Context: an optimization exercise on an open-source flow, tuned for small area. The choices shown serve that exercise and are no tape-out recipe.
In this exercise RTL edits were held to simulation tests only and were not proved equivalent to the original.
The flow treats the clock pin as an ideal source. Dropping or thinning the clock tree relies on that and would not hold on a real chip.
No activity file was given, so power comes from the tool's default toggle rates.

==> module swqd_tpd, before the edit <==
module swqd_tpd (
    input  wire        clk,
    input  wire        rst,
    input  wire        us_tick,
    input  wire        start,          
    input  wire        line,           
    output wire        busy,
    output wire        drive_low,
    output reg  [5:0]  bitcnt,
    output wire        done,
    output wire [2:0]  result,
    output wire [2:0]  stage,
    output wire        fin,            
    output wire        ok,             
    output wire [39:0] frame,
    output reg  [7:0]  calc
);
    localparam [3:0] START_LOW = 4'b1111,
                     ACK1      = 4'b1001,
                     ACK2      = 4'b1010,
                     ACK3      = 4'b1011,
                     BIT_RISE  = 4'b1100,
                     BIT_FALL  = 4'b1101,
                     RELEASE   = 4'b1000,
                     BIT_DELAY = 4'b1110;
    localparam [3:0] IDLE_NONE = 4'b0000,
                     IDLE_OK   = 4'b0111,
                     IDLE_BAD  = 4'b0110;
    localparam [6:0] C_29  = 7'd97,
                     C_39  = 7'd105,
                     C_78  = 7'd73,
                     C_100 = 7'd22,
                     C_126 = 7'd64;    
    localparam [4:0] L_23  = 5'd26;
    localparam [6:0] M_29  = 7'b0110010,
                     M_39  = 7'b0011110;
    localparam [11:0] M_END = 12'b1110_1011_1110;   
    reg [3:0]  s;
    reg [6:0]  cnt;
    reg [39:0] shreg;
    assign busy      = s[3];
    assign drive_low = (s == START_LOW);
    assign done   = !s[3] && (s[2:0] != 3'd0);
    assign fin    = !s[3] && s[2] && s[1];
    assign ok     = fin && s[0];
    assign stage  = (s[3] || fin) ? 3'd0 : s[2:0];
    assign result = s[3]          ? 3'd0 :
                    fin           ? (s[0] ? 3'd1 : 3'd4) :
                    (s[2:0] == 3'd0) ? 3'd0 :
                    s[2]          ? 3'd3 : 3'd2;
    assign frame = shreg;
    wire [4:0] lfsr    = shreg[4:0];
    wire       lfsr_in = ~(lfsr[4] ^ lfsr[2]);
    wire [6:0] cnt_inc = {cnt[5:0], ~(cnt[6] ^ cnt[5])};
    wire tick     = us_tick;
    wire target   = ~s[0];             
    wire hit      = (line == target);
    wire budget   = (cnt == C_100);
    reg  [3:0] s_n;
    reg        clr;                     
    reg        shift;
    reg        shin;
    reg        sample;
    always @(*) begin
        s_n    = s;
        clr    = 1'b0;
        shift  = 1'b0;
        shin   = line;
        sample = 1'b0;
        case (s)
            START_LOW: begin
                if (cnt == C_126) begin
                    shift = 1'b1;
                    shin  = lfsr_in;
                end
                if ((({lfsr, cnt} ^ {L_23, C_78}) & M_END) == 12'd0) begin
                    s_n = RELEASE;
                    clr = 1'b1;
                end
            end
            RELEASE: begin
                if (((cnt ^ C_29) & M_29) == 7'd0) begin
                    s_n = ACK1;
                    clr = 1'b1;
                end
            end
            BIT_DELAY: begin
                if (((cnt ^ C_39) & M_39) == 7'd0) begin
                    shift  = 1'b1;
                    sample = 1'b1;
                    s_n    = BIT_FALL;
                    clr    = 1'b1;
                end
            end
            ACK1, ACK2, ACK3, BIT_RISE, BIT_FALL: begin
                if (hit) begin
                    clr = 1'b1;
                    if (s == BIT_FALL) begin
                        if (bitcnt[5] && bitcnt[3])      
                            s_n = (calc == shreg[7:0]) ? IDLE_OK : IDLE_BAD;
                        else
                            s_n = BIT_RISE;
                    end else if (s == BIT_RISE)
                        s_n = BIT_DELAY;
                    else
                        s_n = s + 4'd1;
                end else if (budget) begin
                    clr = 1'b1;
                    s_n = {1'b0, s[2:0]};    
                end
            end
            default: ;   
        endcase
    end
    wire start_acc = start && !s[3];
    wire add_byte  = sample && (bitcnt[2:0] == 3'd0) && (bitcnt[5:3] != 3'd0);
    always @(posedge clk) begin
        if (rst) begin
            s      <= IDLE_NONE;
            bitcnt <= 6'd0;
        end else if (start_acc) begin
            s      <= START_LOW;
            bitcnt <= 6'd0;
        end else if (tick) begin
            s <= s_n;
            if (sample)
                bitcnt <= bitcnt + 6'd1;
        end
    end
    always @(posedge clk) begin
        if (!s[3] || (tick && clr))
            cnt <= 7'd0;
        else if (tick)
            cnt <= cnt_inc;
    end
    always @(posedge clk) begin
        if (start_acc && !rst)
            shreg[4:0] <= 5'd0;
        else if (tick && shift)
            shreg <= {shreg[38:0], shin};
    end
    always @(posedge clk) begin
        if (start_acc)
            calc <= 8'd0;
        else if (tick && add_byte)
            calc <= calc + shreg[7:0];
    end
endmodule
==> flow/config.mk <==
export PLATFORM = sky130hd
export DESIGN_NAME = swqd
export DESIGN_NICKNAME = swqd
export VERILOG_FILES = /design/flow/design.v
export SDC_FILE = /design/flow/constraint.sdc
export NUM_CORES = 4
export LEC_CHECK = 0
export CAP_MARGIN = 20
export CORE_MARGIN = 2
export CORE_UTILIZATION = 40
export PLACE_DENSITY = 0.6
export SLEW_MARGIN = 20
==> flow/constraint.sdc <==
create_clock -name core_clock -period 10.0 [get_ports {clk}]
set_input_delay 2.0000 -clock core_clock [delete_from_list [all_inputs] [get_ports {clk}]]
set_output_delay 2.0000 -clock core_clock [all_outputs]
set_load 0.01 [all_outputs]
standard.sh (not shown) runs the stock make flow with config.mk's settings and CLKGATE_MAP_FILE= SYNTH_SCRIPT=/design/flow/synth_recipe.tcl, a recipe that flattens the netlist after the stock synthesis.
==> flow/flow/run.sh <==
#!/bin/bash
# The standard layout (standard.sh) with these changes:
#  - synthesis maps the logic with an area-oriented ABC script
#    (flow/abc_area.script, used in place of ORFS's abc_speed.script);
#  - every port is still buffered, but with buf_1 cells;
#  - the clock port drives four clkbuf_16, each driving a group of flip-flops (the CTS step
#    runs flow/clock_buffers.tcl in place of clock_tree_synthesis, then
#    ORFS's usual legalisation and timing repair).
# Each step's full output goes to a log file in this folder; ORFS's own
# per-step logs are under orfs/logs/.
set -euo pipefail
W=$(pwd)

# A copy of ORFS's scripts with the two changes above.
S="$W/scripts_mod"
rm -rf "$S"
mkdir -p "$S"
cp -r "$FLOW_HOME/scripts/." "$S/"
cp "$W/flow/abc_area.script" "$S/abc_speed.script"
cp "$W/flow/clock_buffers.tcl" "$S/clock_buffers.tcl"
python3 - "$S/cts.tcl" <<'PY'
import sys
p = sys.argv[1]
s = open(p).read()
old = "log_cmd clock_tree_synthesis {*}$cts_args"
assert s.count(old) == 1
s = s.replace(old, "source $::env(SCRIPTS_DIR)/clock_buffers.tcl\nbuild_clock_buffers")
open(p, "w").write(s)
PY

export SCRIPTS_DIR="$S"
export BUFFER_PORTS_ARGS="-buffer_cell sky130_fd_sc_hd__buf_1"
export CLOCK_BUFFERS=4
export CLOCK_BUFFER_CELL=sky130_fd_sc_hd__clkbuf_16
bash "$W/standard.sh" synth > "$W/run_synth.log" 2>&1
bash "$W/standard.sh" > "$W/run_layout.log" 2>&1
Other scripts of this flow, unchanged in this note and not shown: flow/flow/abc_area.script, flow/flow/clock_buffers.tcl
==> next run, changes <==
--- a/flow/design.v
+++ b/flow/design.v
@@ -36,5 +36,5 @@
     output reg  [7:0]  calc
 );
-    localparam [3:0] START_LOW = 4'b1111,
+    localparam [3:0] START_LOW = 4'b1000,
                      ACK1      = 4'b1001,
                      ACK2      = 4'b1010,
@@ -42,9 +42,9 @@
                      BIT_RISE  = 4'b1100,
                      BIT_FALL  = 4'b1101,
-                     RELEASE   = 4'b1000,
-                     BIT_DELAY = 4'b1110;
+                     RELEASE   = 4'b1110,
+                     BIT_DELAY = 4'b1111;
     localparam [3:0] IDLE_NONE = 4'b0000,
-                     IDLE_OK   = 4'b0111,
-                     IDLE_BAD  = 4'b0110;
+                     IDLE_OK   = 4'b0110,
+                     IDLE_BAD  = 4'b0111;
     localparam [6:0] C_29  = 7'd97,
                      C_39  = 7'd105,
@@ -63,8 +63,8 @@
     assign done   = !s[3] && (s[2:0] != 3'd0);
     assign fin    = !s[3] && s[2] && s[1];
-    assign ok     = fin && s[0];
+    assign ok     = fin && !s[0];
     assign stage  = (s[3] || fin) ? 3'd0 : s[2:0];
     assign result = s[3]          ? 3'd0 :
-                    fin           ? (s[0] ? 3'd1 : 3'd4) :
+                    fin           ? (s[0] ? 3'd4 : 3'd1) :
                     (s[2:0] == 3'd0) ? 3'd0 :
                     s[2]          ? 3'd3 : 3'd2;
What happened:
- via count shrinks by 0.63%
- clock power barely changes
- worst setup slack gets better by 110 ps
- synthesized cell count rose by 3.9%
- routed wire length decreases by 1.5%
- worst hold slack hardly moves
No run of this note takes its clock network from TritonCTS; it comes from the design's own scripts or RTL.

## separate check: timing with driven ports
In the flow no input, the clock included, has a driving cell. The finished layouts below were timed again as built, in two steps. Step 1 assumes that a clkbuf_16 drives the clock port and a buf_2 every other input. Step 2 times the ports against the registers' clock, not the clock port: input delays grow and output delays shrink by t, the midpoint of the rising clock arrivals with the driver on. Slacks: ideal / step 1 / step 2; pairs: ideal / step 1.
| run | shift t [ns] | setup WS [ns] | hold WS [ns] | worst register clock-pin slew, ns | cell pins on the clock port's net |
|---|---|---|---|---|---|
| the first run | 0.231 | 3.425 / 3.406 / 3.406 | 0.331 / 0.331 / 0.331 | 0.09 / 0.09 | 4 |
| the second run | 0.232 | 3.537 / 3.518 / 3.518 | 0.328 / 0.328 / 0.328 | 0.11 / 0.11 | 4 |
After both steps every run listed still meets setup and hold.
